Background: an optimization exercise with open tools, aiming at small area, a short achievable clock period and few clock cycles. Do not read the settings as production practice.
No functional check of the RTL was part of this run.
No activity file was given, so power comes from the tool's default toggle rates.

===== design.v =====
module gsm7_c2s (
    input  wire [15:0] cu,
    output wire        def_hit,
    output wire        esc_hit,
    output wire [6:0]  sept
);
    wire [7:0] hi = cu[15:8];
    wire [7:0] lo = cu[7:0];
    wire h00 = (hi == 8'h00);
    wire h03 = (hi == 8'h03);
    wire h20 = (hi == 8'h20);
    wire id;
    assign id = (lo[3] & ~lo[4] & ~lo[7]) | (~lo[3] & lo[4] & ~lo[7]) | (lo[0] & ~lo[4] & ~lo[7]) | (lo[3] & ~lo[6] & ~lo[7]) | (lo[1] & ~lo[4] & ~lo[7]) | (~lo[1] & ~lo[2] & lo[3] & ~lo[7]) | (lo[2] & ~lo[3] & lo[6] & ~lo[7]) | (~lo[0] & ~lo[2] & lo[3] & ~lo[7]) | (~lo[2] & ~lo[6] & ~lo[7]);
    wire [6:0] x;
    assign x[0] = (lo[0] & lo[1] & lo[2] & ~lo[7]) | (~lo[1] & lo[3] & ~lo[6]) | (~lo[1] & ~lo[3] & lo[5] & lo[6]) | (lo[0] & lo[1] & ~lo[4] & ~hi[0]) | (~lo[1] & ~lo[2] & ~lo[5] & lo[7]) | (lo[0] & ~lo[1] & lo[2] & lo[5]) | (lo[2] & ~lo[4] & lo[5] & lo[6]) | (lo[0] & ~lo[3] & lo[4]) | (lo[0] & lo[3] & ~lo[4]) | (~lo[0] & lo[1] & lo[5] & ~lo[7]) | (~lo[0] & ~lo[1] & lo[3] & ~lo[5] & ~lo[7]) | (~lo[0] & ~lo[1] & lo[2] & ~lo[4] & lo[6]);
    assign x[1] = (~lo[1] & lo[2] & lo[6] & lo[7]) | (~lo[1] & lo[3] & ~lo[5] & lo[6]) | (~lo[0] & ~lo[4] & hi[0]) | (lo[0] & lo[2] & ~lo[4] & lo[5]) | (lo[2] & lo[3] & ~lo[5] & lo[7]) | (~lo[6] & ~lo[7]) | (~lo[2] & ~lo[3] & ~lo[5] & hi[0]) | (lo[0] & ~lo[1] & ~lo[2] & lo[3] & lo[4]) | (~lo[2] & ~lo[3] & ~lo[4] & lo[5] & lo[6]);
    assign x[2] = (~lo[1] & lo[3] & lo[5] & lo[7]) | (~lo[0] & lo[1] & lo[2] & ~hi[0]) | (lo[0] & ~lo[1] & lo[6] & lo[7]) | (~lo[1] & lo[2] & lo[3] & ~lo[5]) | (~lo[0] & ~lo[2] & ~lo[4] & lo[5]) | (lo[1] & ~lo[2] & lo[3] & ~lo[5]) | (~lo[0] & ~lo[6] & lo[7] & ~hi[0]) | (lo[2] & lo[4] & lo[6] & lo[7]) | (lo[1] & lo[2] & ~lo[4] & ~lo[6] & ~hi[0]);
    assign x[3] = (~lo[3] & lo[6] & lo[7]) | (~lo[1] & lo[3] & ~lo[5]) | (~lo[0] & lo[3] & lo[4] & lo[7]) | (lo[0] & ~lo[2] & ~lo[7]) | (lo[0] & ~lo[1] & ~lo[7]) | (lo[1] & lo[5] & lo[6]) | (lo[1] & lo[6] & lo[7]) | (lo[1] & lo[2] & ~lo[4] & ~hi[0]) | (lo[0] & ~lo[3] & lo[5] & hi[0]);
    assign x[4] = (hi[0]) | (~lo[0] & lo[1] & lo[2]) | (lo[0] & lo[4] & ~lo[5]) | (~lo[0] & ~lo[1] & ~lo[3] & lo[6] & lo[7]) | (lo[2] & lo[4] & lo[6] & lo[7]) | (lo[0] & ~lo[3] & lo[4]) | (lo[0] & ~lo[2] & ~lo[5]) | (lo[1] & lo[2] & ~lo[4] & lo[5]);
    assign x[5] = (lo[2] & lo[4] & lo[5] & lo[7]) | (~lo[0] & ~lo[1] & ~lo[3] & lo[5] & lo[7] & ~hi[0]) | (lo[0] & lo[5] & ~lo[7]) | (~lo[1] & lo[4] & ~lo[5] & ~lo[7]) | (lo[3] & ~lo[6] & ~hi[0]) | (lo[0] & ~lo[2] & ~lo[7]) | (lo[1] & lo[5] & ~lo[7]) | (~lo[1] & ~lo[3] & lo[4] & lo[5]);
    assign x[6] = (~lo[0] & lo[2] & lo[4] & lo[6] & lo[7]) | (~lo[1] & ~lo[2] & ~lo[3] & lo[7] & ~hi[0]) | (lo[3] & ~lo[6] & ~hi[0]) | (~lo[0] & ~lo[1] & ~lo[3] & lo[6] & lo[7]) | (lo[0] & lo[1] & lo[2] & lo[5]) | (~lo[0] & ~lo[1] & lo[3] & lo[5] & ~lo[7]);
    assign sept = id ? lo[6:0] : x;
    wire d0, g3, e0;
    assign d0 = (~lo[0] & lo[1] & ~lo[2] & lo[3] & ~lo[4] & ~lo[7]) | (lo[0] & ~lo[1] & lo[2] & lo[3] & ~lo[4] & ~lo[7]) | (lo[5] & ~lo[6] & ~lo[7]) | (lo[0] & ~lo[3] & ~lo[4] & lo[5] & ~lo[6]) | (~lo[0] & ~lo[1] & ~lo[4] & lo[5] & lo[6] & lo[7]) | (lo[0] & ~lo[1] & ~lo[2] & lo[3] & ~lo[4] & lo[6]) | (~lo[1] & lo[2] & ~lo[3] & ~lo[4] & lo[5]) | (lo[0] & lo[1] & lo[2] & lo[3] & lo[4] & lo[5] & ~lo[6]) | (lo[0] & ~lo[1] & ~lo[2] & ~lo[3] & lo[4] & lo[6]) | (~lo[0] & lo[1] & lo[2] & ~lo[3] & lo[6]) | (lo[2] & ~lo[3] & ~lo[4] & ~lo[5] & lo[6]) | (~lo[0] & ~lo[1] & lo[3] & lo[4] & lo[6] & lo[7]) | (lo[0] & lo[1] & lo[2] & lo[3] & lo[4] & ~lo[5] & lo[6]) | (~lo[0] & lo[1] & ~lo[3] & lo[4] & lo[5] & lo[6]) | (lo[1] & ~lo[4] & lo[6] & ~lo[7]) | (~lo[3] & lo[4] & lo[6] & ~lo[7]) | (~lo[0] & ~lo[2] & lo[3] & lo[6] & ~lo[7]) | (lo[0] & ~lo[1] & ~lo[2] & lo[6] & ~lo[7]) | (lo[3] & ~lo[4] & lo[6] & ~lo[7]) | (~lo[3] & ~lo[5] & lo[6] & ~lo[7]) | (~lo[1] & ~lo[2] & lo[3] & lo[5] & lo[6]);
    assign g3 = (~lo[0] & ~lo[1] & ~lo[2] & ~lo[4] & lo[5] & ~lo[6] & lo[7]) | (lo[0] & lo[1] & ~lo[2] & ~lo[3] & ~lo[4] & lo[5] & ~lo[6] & lo[7]) | (~lo[0] & lo[1] & lo[2] & ~lo[3] & ~lo[4] & lo[5] & ~lo[6] & lo[7]) | (~lo[1] & ~lo[2] & lo[3] & ~lo[4] & lo[5] & ~lo[6] & lo[7]) | (lo[0] & lo[1] & ~lo[2] & lo[4] & ~lo[5] & ~lo[6] & lo[7]) | (~lo[0] & ~lo[1] & ~lo[2] & lo[3] & lo[4] & ~lo[5] & ~lo[6] & lo[7]) | (~lo[0] & ~lo[1] & lo[2] & ~lo[3] & lo[4] & ~lo[5] & ~lo[6] & lo[7]) | (~lo[0] & lo[1] & lo[2] & lo[3] & lo[4] & ~lo[5] & ~lo[6] & lo[7]);
    assign e0 = (lo[0] & lo[1] & ~lo[2] & lo[3] & lo[4] & lo[6] & ~lo[7]) | (~lo[1] & lo[2] & lo[3] & lo[4] & lo[6] & ~lo[7]) | (~lo[0] & lo[2] & lo[3] & lo[4] & lo[6] & ~lo[7]);
    assign def_hit = (h00 & d0) | (h03 & g3);
    assign esc_hit = (h00 & e0) | (h20 & (lo == 8'hAC));
endmodule
module gsm7_s2c (
    input  wire        esc,
    input  wire [6:0]  sept,
    output wire [15:0] cu,
    output wire        esc_ok
);
    wire id;
    assign id = (~sept[0] & sept[1] & ~sept[2] & sept[3] & ~sept[4]) | (sept[0] & ~sept[1] & sept[2] & sept[3] & ~sept[4]) | (sept[1] & ~sept[3] & sept[5]) | (sept[3] & sept[5] & ~sept[6] & ~esc) | (sept[3] & ~sept[4] & sept[6]) | (~sept[3] & sept[4] & sept[6]) | (sept[0] & ~sept[4] & sept[6] & ~esc) | (~sept[3] & sept[4] & sept[5]) | (~sept[0] & ~sept[2] & sept[3] & sept[6]) | (sept[2] & ~sept[3] & sept[6] & ~esc) | (sept[0] & sept[5] & ~sept[6] & ~esc) | (sept[0] & ~sept[1] & ~sept[2] & sept[6]) | (sept[1] & ~sept[4] & sept[6]) | (~sept[2] & sept[5] & ~sept[6] & ~esc);
    wire [15:0] x;
    assign x[0] = (sept[0] & ~sept[2] & ~sept[3]) | (~sept[0] & sept[1] & sept[2] & ~sept[4]) | (~sept[1] & sept[2] & ~sept[3] & sept[4] & ~esc) | (~sept[0] & ~sept[1] & ~sept[2] & sept[3] & sept[4]) | (~sept[0] & sept[3] & esc) | (sept[0] & ~sept[1] & ~sept[4] & ~sept[6]) | (sept[1] & sept[2] & sept[3] & ~sept[6] & ~esc) | (~sept[4] & sept[6] & ~esc) | (sept[0] & ~sept[1] & sept[3] & sept[6]) | (sept[0] & sept[2] & ~sept[5] & sept[6]);
    assign x[1] = (~sept[0] & ~sept[1] & sept[2] & sept[4]) | (sept[0] & sept[1] & sept[2] & ~sept[5] & sept[6]) | (~sept[0] & ~sept[2] & sept[3]) | (sept[0] & ~sept[2] & ~sept[3] & sept[4]) | (sept[0] & ~sept[1] & ~sept[2] & ~sept[4] & ~esc) | (sept[0] & ~sept[1] & sept[2] & sept[3] & ~sept[6]) | (~sept[2] & ~sept[3] & sept[5]) | (sept[1] & ~sept[2] & sept[4] & ~sept[6]) | (~sept[0] & sept[3] & sept[4] & ~sept[5] & ~sept[6]);
    assign x[2] = (sept[0] & ~sept[1] & sept[3] & ~sept[4]) | (~sept[1] & ~sept[2] & ~sept[3] & sept[4]) | (sept[1] & ~sept[5] & sept[6]) | (~sept[0] & sept[1] & sept[3]) | (~sept[3] & esc) | (~sept[0] & sept[5] & ~esc) | (sept[0] & sept[1] & sept[2] & ~sept[4]) | (~sept[0] & sept[1] & ~sept[2]) | (sept[0] & ~sept[1] & sept[2] & sept[3] & ~sept[6]) | (~sept[0] & sept[2] & sept[3] & sept[4] & ~sept[5]) | (sept[0] & ~sept[2] & sept[6]) | (sept[1] & ~sept[2] & ~sept[3] & ~sept[4]);
    assign x[3] = (esc) | (sept[0] & sept[2] & ~sept[3]) | (~sept[0] & sept[1] & sept[3] & sept[4]) | (sept[0] & ~sept[1] & ~sept[2] & sept[4]) | (sept[2] & ~sept[3] & ~sept[4] & ~sept[5]) | (~sept[2] & ~sept[3] & sept[5]) | (sept[1] & ~sept[2] & sept[3] & ~sept[6]) | (~sept[1] & sept[2] & ~sept[4] & ~sept[5]) | (~sept[1] & sept[2] & ~sept[3] & ~sept[5]) | (sept[1] & sept[3] & sept[4] & ~sept[6]);
    assign x[4] = (~sept[0] & sept[1] & sept[2] & ~sept[3] & ~sept[4]) | (~sept[0] & ~sept[1] & ~sept[3] & sept[4]) | (~sept[0] & sept[1] & sept[3] & sept[4]) | (~sept[1] & sept[3] & sept[5]) | (sept[0] & ~sept[2] & sept[4] & ~sept[6]) | (~sept[1] & sept[3] & sept[6]) | (~sept[0] & ~sept[1] & sept[3] & ~sept[4]) | (~sept[0] & esc) | (sept[1] & esc) | (~sept[2] & ~sept[3] & sept[5]) | (sept[1] & ~sept[2] & sept[3] & ~sept[6]);
    assign x[5] = (sept[0] & ~sept[3] & ~sept[4]) | (~sept[0] & sept[1] & ~sept[3]) | (~sept[0] & ~sept[1] & ~sept[2] & sept[3]) | (sept[0] & ~sept[1] & sept[2] & ~sept[6]) | (sept[0] & sept[1] & sept[2] & sept[6]) | (sept[5] & ~esc) | (~sept[4] & sept[6]) | (~sept[1] & sept[2] & ~sept[4]) | (~sept[2] & esc) | (sept[0] & sept[2] & ~sept[3]) | (sept[0] & sept[2] & ~sept[4] & ~sept[5]);
    assign x[6] = (sept[3] & ~sept[4]) | (sept[0] & ~sept[1] & ~sept[2] & ~sept[3] & sept[4]) | (sept[4] & sept[5]) | (~sept[0] & sept[2] & sept[3]) | (sept[2] & ~sept[4] & ~sept[5]) | (~sept[0] & esc) | (~sept[1] & sept[2] & sept[3]) | (sept[0] & ~sept[2] & sept[6]) | (sept[2] & sept[3] & ~sept[6]) | (~sept[0] & ~sept[1] & ~sept[2] & ~sept[4] & ~sept[6]);
    assign x[7] = (sept[6] & ~esc) | (sept[2] & ~esc) | (sept[3] & ~esc) | (sept[0] & ~sept[3] & ~sept[4]) | (sept[1] & ~sept[2] & sept[4]) | (~sept[0] & sept[4] & ~esc);
    assign x[8] = (sept[1] & ~sept[3] & sept[4]) | (~sept[0] & ~sept[2] & sept[4]) | (sept[2] & ~sept[3] & sept[4] & ~esc) | (~sept[1] & ~sept[2] & sept[3] & sept[4]);
    assign x[9] = (sept[1] & ~sept[3] & sept[4]) | (~sept[0] & ~sept[2] & sept[4]) | (sept[2] & ~sept[3] & sept[4] & ~esc) | (~sept[1] & ~sept[2] & sept[3] & sept[4]);
    assign x[10] = 1'b0;
    assign x[11] = 1'b0;
    assign x[12] = 1'b0;
    assign x[13] = (sept[0] & ~sept[4] & sept[6]);
    assign x[14] = 1'b0;
    assign x[15] = 1'b0;
    assign cu = id ? {9'd0, sept} : x;
    assign esc_ok = (~sept[0] & ~sept[1] & ~sept[2] & ~sept[3] & ~sept[4] & ~sept[5] & sept[6]) | (sept[0] & ~sept[1] & sept[2] & ~sept[3] & ~sept[4] & sept[5] & sept[6]) | (~sept[1] & ~sept[2] & sept[3] & ~sept[4] & sept[5] & ~sept[6]) | (sept[0] & sept[1] & sept[2] & sept[3] & ~sept[4] & sept[5] & ~sept[6]) | (~sept[0] & sept[2] & sept[3] & sept[4] & sept[5] & ~sept[6]) | (~sept[0] & ~sept[1] & sept[2] & ~sept[3] & sept[4] & ~sept[5] & ~sept[6]) | (~sept[1] & sept[2] & sept[3] & sept[4] & sept[5] & ~sept[6]);
endmodule
module gsm7_codec (
    input  wire        clk,
    input  wire        rst,
    input  wire        cmd_valid,
    output wire        cmd_ready,
    input  wire        cmd_dec,       
    input  wire [2:0]  cmd_pad,       
    input  wire [8:0]  cmd_len,       
    input  wire        in_valid,
    output wire        in_ready,
    input  wire [15:0] in_data,
    output reg         out_valid,
    output wire [15:0] out_data,
    output reg         done,
    output wire        done_err,
    output wire [8:0]  done_pos,
    output wire        done_escp
);
    localparam [6:0] ESC_MARK = 7'h1B;
    reg         busy;        
    reg         fresh;       
    reg         dec;         
    reg         cmd_rdy;
    reg         in_rdy;
    reg         fin;         
    reg  [8:0]  cnt;         
    reg  [15:0] w;           
    reg         v0;          
    reg         wesc;        
    reg         half;        
    reg  [3:0]  n;           
    reg  [6:0]  acc;         
    reg         esc;
    reg         err;
    reg  [8:0]  pos;         
    reg  [7:0]  out_lo;      
    reg         out_g;       
    reg         out_e;       
    assign cmd_ready = cmd_rdy;
    assign in_ready  = in_rdy;
    assign done_err  = err;
    assign done_pos  = pos;
    assign done_escp = esc;
    assign out_data  = {2'b00, out_e, 3'b000, out_g, out_g, out_lo};
    wire cmd_acc = cmd_valid & cmd_rdy;
    wire in_acc  = in_valid & in_rdy;
    wire        i_def;
    wire [6:0]  i_sept;
    gsm7_c2s u_c2s (.cu(in_data), .def_hit(i_def), .esc_hit(), .sept(i_sept));
    wire        e_tok  = busy && !dec && v0;             
    wire        e_two  = e_tok && wesc && !half;          
    wire        e_cons = e_tok && !e_two;                 
    wire [6:0]  e_sept = !e_tok ? 7'd0 : e_two ? ESC_MARK : w[6:0];
    wire        e_emit = e_tok && (n[2:0] != 3'd0);       
    wire        e_lastt = e_cons && (cnt == 9'd0);        
    wire        e_left = (n[2:0] != 3'd1);
    wire        e_done = fin || (e_lastt && !(e_emit && e_left));
    wire        e_out  = fin ? (n != 4'd0) : (e_emit || e_lastt);
    wire [7:0]  il = in_data[7:0];
    wire        in_esc = ((in_data[15:8] == 8'h00) &&
                          (il == 8'h5B || il == 8'h5C || il == 8'h5D || il == 8'h5E ||
                           il == 8'h7B || il == 8'h7C || il == 8'h7D || il == 8'h7E)) ||
                         (in_data == 16'h20AC);
    wire [6:0]  d_sept = acc;
    wire        d_ext  = busy && dec && (cnt != 9'd0) && (n >= 4'd7) && !half;
    wire        d_real = d_ext;
    wire        d_mark = (d_sept == ESC_MARK);
    wire [15:0] d_cu;
    wire        d_eok;
    gsm7_s2c u_s2c (.esc(esc), .sept(d_sept), .cu(d_cu), .esc_ok(d_eok));
    wire        d_bad  = d_real && !d_mark && esc && !d_eok;
    wire        d_out  = d_real && !d_mark;
    wire        d_lastt = d_real && (cnt == 9'd1);
    wire        zw     = dec && half && (cnt == 9'd0);    
    wire        d_done = d_lastt || (zw && in_acc) || (fin && dec);
    wire [3:0]  d_n1   = d_ext ? n - 4'd7 : n;            
    wire        d_load = busy && dec && v0 && (d_n1 <= 4'd7);
    wire [14:0] d_base = d_ext ? {7'd0, w[15:8]} : {w[15:8], acc};
    wire [7:0]  s_data = dec ? (d_load ? w[7:0] : 8'd0) : {1'b0, e_sept};
    wire [14:0] s_base = dec ? d_base : {8'd0, acc};
    wire [14:0] comb   = s_base | ({7'd0, s_data} << d_n1[2:0]);
    wire        fin_done = dec ? d_done : e_done;
    wire        busy_n = cmd_acc || (busy && !fin_done);
    wire [8:0]  cnt_n  = cmd_acc ? cmd_len :
                         (!dec && in_acc) || d_real ? cnt - 9'd1 : cnt;
    wire [3:0]  dn_n   = (d_load && !half) ? d_n1 + 4'd8 : d_n1;
    wire [3:0]  n_n    = cmd_acc ? (!cmd_dec ? {1'b0, cmd_pad} :
                                    (cmd_pad == 3'd0) ? 4'd0 : 4'd8 - {1'b0, cmd_pad}) :
                         dec ? dn_n :
                         e_tok ? {1'b0, n[2:0] - 3'd1} : n;
    wire        half_n = cmd_acc ? (cmd_dec && cmd_pad != 3'd0) :
                         dec ? (half && !d_load) : e_two;
    wire        dec_n  = cmd_acc ? cmd_dec : dec;
    wire        v0_n   = !cmd_acc && ((v0 && !(dec ? d_load : e_cons)) || in_acc);
    wire        c_ge1 = (cnt != 9'd0);
    wire        c_ge2 = (cnt[8:1] != 8'd0);
    wire        c_ge3 = (cnt[8:2] != 7'd0) || (cnt[1:0] == 2'd3);
    wire        c_ge4 = (cnt[8:2] != 7'd0);
    wire        c_ge5 = (cnt[8:3] != 6'd0) || (cnt[2:0] > 3'd4);
    wire        k_ge1 = d_real ? c_ge2 : c_ge1;
    wire        k_ge2 = d_real ? c_ge3 : c_ge2;
    wire        k_ge3 = d_real ? c_ge4 : c_ge3;
    wire        k_ge4 = d_real ? c_ge5 : c_ge4;
    function need(input [4:0] have);
        need = k_ge4 || (k_ge3 && have < 5'd21) || (k_ge2 && have < 5'd14) ||
               (k_ge1 && have < 5'd7);
    endfunction
    wire        v0_keep = v0 && !d_load;
    wire        dn_rdy  = busy && !d_done &&
                          ((half_n && !v0_keep) ||
                           need({1'b0, dn_n} + ((v0_keep && !half_n) ? 5'd8 : 5'd0))) &&
                          (!v0_keep || half_n || dn_n <= 4'd14);
    wire        da_rdy  = !zw && need({1'b0, dn_n} + (half_n ? 5'd0 : 5'd8)) &&
                          (half_n || dn_n <= 4'd14);
    wire        en_rdy  = busy && c_ge1;
    wire        ea_rdy  = (cnt != 9'd1) && !in_esc;
    wire        new_rdy = (cmd_len != 9'd0) || (cmd_dec && cmd_pad != 3'd0);
    wire        fin_n   = cmd_acc ? (cmd_len == 9'd0 && !(cmd_dec && cmd_pad != 3'd0)) :
                          (e_lastt && e_emit && e_left);
    wire        eq1_n   = d_real ? (c_ge2 && !c_ge3) : (c_ge1 && !c_ge2);
    wire        end_n   = fin_n ||
                          (!cmd_acc && dec && !d_done && eq1_n && !half_n && dn_n >= 4'd7);
    wire        rdy_n   = cmd_acc ? new_rdy :
                          in_acc  ? (dec ? da_rdy : ea_rdy) :
                                    (dec ? dn_rdy : en_rdy);
    always @(posedge clk) begin
        if (rst) begin
            busy      <= 1'b0;
            cmd_rdy   <= 1'b0;
            in_rdy    <= 1'b0;
            fin       <= 1'b0;
            v0        <= 1'b0;
            out_valid <= 1'b0;
            done      <= 1'b0;
        end else begin
            busy      <= busy_n;
            cmd_rdy   <= !busy_n || end_n;
            in_rdy    <= rdy_n;
            v0        <= busy_n && v0_n;
            fin       <= fin_n;
            out_valid <= dec ? d_out : e_out;
            done      <= busy && fin_done;
        end
    end
    always @(posedge clk) begin
        dec   <= dec_n;
        cnt   <= cnt_n;
        n     <= n_n;
        half  <= half_n;
        fresh <= cmd_acc;
        if (in_acc) wesc <= in_esc;
        if (in_acc) w[7:0] <= dec ? in_data[7:0] : {i_def || in_esc, i_sept};
        if (cmd_acc) begin
            w[15:8] <= 8'd0;
            acc     <= 7'd0;
        end else if (dec) begin
            if (busy) begin
                w[15:8] <= half ? 8'd0 : comb[14:7];
                acc     <= half ? comb[14:8] : comb[6:0];
            end
        end else begin
            if (e_tok) acc <= (n[2:0] != 3'd0) ? comb[14:8] : comb[6:0];
        end
        out_lo <= dec ? d_cu[7:0] : comb[7:0];
        out_g  <= dec && d_cu[8];
        out_e  <= dec && d_cu[13];
        if (fresh) begin
            esc <= 1'b0;
            err <= 1'b0;
            pos <= 9'h1FF;
        end else begin
            if (d_real) esc <= d_mark;
            if ((e_cons && !w[7]) || d_bad) err <= 1'b1;
            if (((e_tok && !half) || d_real) && !err)
                pos <= pos + 9'd1;
        end
    end
endmodule

===== flow/run.sh =====
#!/bin/bash
# Own flow: the standard flow, with the port buffers made from the
# smallest buffer cell instead of the default choice.
set -euo pipefail
# the standard synthesis, unchanged
bash standard.sh synth > synth.log 2>&1
# the rest of the standard flow
bash standard.sh 'BUFFER_PORTS_ARGS=-buffer_cell sky130_fd_sc_hd__buf_1' finish > layout.log 2>&1

===== standard.sh =====
#!/bin/bash
# synth_recipe.tcl (not shown) runs the flow's synth.tcl, then flattens the netlist and writes it again
# the make line also repeats each setting of config.mk as NAME=value (left out here)
make -C /OpenROAD-flow-scripts/flow DESIGN_CONFIG=/design/flow/config.mk WORK_HOME=/design/flow/orfs CLKGATE_MAP_FILE= SYNTH_SCRIPT=/design/flow/synth_recipe.tcl "${@:-finish}"

===== config.mk =====
export PLATFORM = sky130hd
export DESIGN_NAME = gsm7_codec
export DESIGN_NICKNAME = gsm7_codec
export VERILOG_FILES = /design/flow/design.v
export SDC_FILE = /design/flow/constraint.sdc
export NUM_CORES = 4
export LEC_CHECK = 0
export ABC_AREA = 1
export ABC_CLOCK_PERIOD_IN_PS = 3000
export CAP_MARGIN = 20
export CORE_MARGIN = 5
export CORE_UTILIZATION = 25
export CTS_BUF_LIST = sky130_fd_sc_hd__clkbuf_4 sky130_fd_sc_hd__clkbuf_8
export CTS_CLUSTER_SIZE = 30
export SETUP_SLACK_MARGIN = 5
export SLEW_MARGIN = 20

===== constraint.sdc =====
create_clock -name core_clock -period 8.0 [get_ports {clk}]
set_input_delay 1.6000 -clock core_clock [delete_from_list [all_inputs] [get_ports {clk}]]
set_output_delay 1.6000 -clock core_clock [all_outputs]
set_load 0.01 [all_outputs]

==> run notes <==
cells by family after synthesis:
group | count (synthesis) | share of synthesized area (%)
AO/OA/AOI/OAI | 203 | 20.8
XOR/XNOR | 4 | 0.592
adder cells (fa/ha/maj) | 17 | 3.60
buffers and inverters | 154 | 10.7
flip-flops | 68 | 26.9
other | 1 | 0.0634
AND/OR/NAND/NOR | 502 | 37.4
synthesized netlist by cell type, types with 8 or more instances:
master / instances
a31oi_1: 15
buf_4: 10
dfxtp_1: 45
edfxtp_1: 23
nand3_1: 98
inv_1: 89
o21ai_0: 62
clkbuf_1: 29
a21oi_1: 59
nand2_1: 222
o21ai_1: 9
nand4_1: 12
ha_1: 17
inv_2: 9
nor3_1: 21
nor2_1: 117
clkinv_1: 8
critical path: cells and delay by family:
kind                     cells  cell delay, ps
AO/OA/AOI/OAI                1              50
adder cells (fa/ha/maj)      3             580
buffers and inverters        5             320
AND/OR/NAND/NOR             11             740
state kept, by name, summed over array words and instances (netlist names), 4 cells and up:
| signal | cells |
|---|---|
| acc | 7 |
| n | 4 |
| out_lo | 8 |
| cnt | 9 |
| w | 16 |
| pos | 9 |
what timing repair did:
item / 4_1_cts / 5_1_grt
endpoints found under the setup margin: 25 / 21
setup buffers: 5 / 16
resized for setup: 21 / 31
pin swaps: 3 / 11
cloned: 0 / 2
power breakdown:
part	leakage (µW)	switching, µW	total (µW)	internal [µW]
registers	0.000585	54.1	458	404
logic	0.00225	296	440	144
clock network	0.0000945	141	285	144
total	0.00293	491	1180	692
area by class of cell:
cell class	instances	area (µm²)	area share [%]
timing repair inverter	1	8.76	0.127
tap	319	399	5.77
clock buffer	10	131	1.90
timing repair buffer	80	439	6.34
inverter	106	447	6.45
sequential	68	1590	23.0
clock inverter	6	55.1	0.795
multi-input combinational	732	3850	55.6
per-stage QoR:
stage | util (%) | power, µW | worst slack (ps) | area (µm²) | hold slack (ps)
floorplan | - | 756 | 4790 | 6010 | 455
global placement | 27.3 | 877 | 3980 | 6400 | 467
detailed placement | 27.3 | 873 | 3880 | 6400 | 473
CTS | 28.6 | 1170 | 4880 | 6680 | 492
global route | 29.6 | 1260 | 4880 | 6920 | 515
finish | 29.6 | 1180 | 4980 | 6920 | 486
per-layer routing:
layer | global-route usage (%) | share of wire [%] | vias to the layer above
met5 | 0 | 0 | -
met4 | 5.34 | 2.5 | 0
met2 | 22.5 | 45 | 364
met3 | 1.86 | 7.4 | 42
met1 | 19.3 | 45 | 3088
li1 | - | - | 3326
path summary, 6_finish.rpt:
check | endpoint | cells after the start | from
setup / recovery | in_rdy$_SDFF_PP0_ | 20 | cmd_pad[1]
hold / removal | pos[5]$_SDFFE_PP1P_ | 1 | pos[5]$_SDFFE_PP1P_
setup reg to reg | in_rdy$_SDFF_PP0_ | 24 | cnt[0]$_DFFE_PP_
hold reg to reg | pos[5]$_SDFFE_PP1P_ | 1 | pos[5]$_SDFFE_PP1P_
==> reports/qor.yml <==
status: "complete, no violations"
h-tree-depth: 3
yosys.area.top_type: "dfxtp_1"
seq_area_frac_synth_pct: 26.9
clockBufferDepth: 2
ys_ff_latch: 68
mostFrequentLayoutCells: "nand2_1 (219), nor2_1 (112), nand3_1 (98), inv_1 (81), o21ai_0 (61)"
cpMostUsedCell: "nand2_1"
cp_max_fo: 4
pin_count: 64
hold_class: "flop to flop"
yosysUniqueCellTypes: 61
drtIter0Drc: 592
crit_chain: "buf_12 -> inv_12 -> ha_4 -> ha_4 -> nor2_4 -> nor2_1 -> inv_1 -> nand2_4 -> inv_4 -> nor2_4 -> ha_4 -> nand2_1 -> nand2_1 -> inv_2 -> nor2_1 -> nand3_1 -> nand2_1 -> nand2_1 -> nand2_1 -> a21oi_2"
die-area_um2: 26800
firstDrtPassIters: 5
grt_pass1_wl_mm: 31.1
antenna_cells: 0
cp-end-kind: "flop"
die_x_um: 164
async_reset_ff_share_pct: 0
finalNonFillerCells: 1322
die_h_um: 164
drv_slew: 0
area_growth_pct: 17.0
drt-vias-per-instance: 5.16
irDropWorstVdd_mv: 0.0661
period_minus_slack_ps: 3020
r2r_slack_ps: 5120
path_class: "input pin to flop"
slew_headroom_pct: 33.6
std_cell_rows: 56
max_freq_mhz: 331
rsz0062_at_grt: "true"
drc: 0
track_usage_pct: 14.1
core_um2: 23400
hold_viol: 0
start_util_pct: 25.3
synth-warning-count: 1
clk_pin_slew_ps: 90
syn_inst: 949
cts_buffers: 9
worstSkewPairLatency_ps: 370
fill_cells: 2630
layout_commonest_cell: "nand2_1"
setup_viol: 0
drive_above_1_share_pct: 11.0
ant_nets: 0
worstSetupStartpointType: "input pin"
synth_edf_count: 23
synth.area.top_cells: "dfxtp_1 (15%), nand2_1 (14%), edfxtp_1 (12%), nand3_1 (8.3%), nor2_1 (7.4%)"
nNetsFinal: 1048
vias: 6820
syn_area_per_cell_um2: 6.23
pwr_density_cell_nw_per_um2: 171
cts_num_sinks: 68
cts_root_buf: "clkbuf_8"
ys.flop_type: "dfxtp_1"
hold_buffers: 0
antenna_found_initial: 0
slowest_delay_ps: 270
worstMarginPinSlew_ps: 992
wirelength_mm: 19.6
critical-path-slowest-cell: "ha_4"
cap_violations: 0
finClkSkew_ps: 19.1
cp.required_ps: 8260
grt_pass1_vias: 6173
gp_congestion: 0.954
grt_max_degree: 37
hpwlAfterDp_mm: 14.0
cts_tree: "done"
dpl.cell_count: 1283
cp.arrival_ps: 3270
synthesis.area_um2: 5920
wl_per_cell_um: 14.8
post-route-period-util_pct: 37.7
synth_top_area_share_pct: 15.2
fin_tns_setup_ps: 0
total_leakage_power_uw: 0.00293
io_buffer_count: 58
grt_overflow: 0

re-timing with driven ports:
The flow's constraints put no driver on any port. The routed layout listed below was extracted and timed again, unchanged, in two steps. Step 1: set_driving_cell puts a clkbuf_16 on clk and a buf_2 on each other input, an assumption about the parent block. Step 2 also shifts input and output timing later by t, the mid clock arrival at the registers, as if the neighbouring blocks saw the same clock. Slacks: ideal / step 1 / step 2; pairs: ideal / step 1.
t (ns): 0.394
setup slack, ns: 4.982 / 4.947 / 4.553
worst setup path at the end: input to register
clock arrival spread, ns: 0.019 / 0.019
worst register clock-pin slew, ns: 0.09 / 0.09
After both steps setup and hold are still met in this run. The setup slack of this run moves by -0.035 ns with the drivers and by -0.429 ns with both steps.
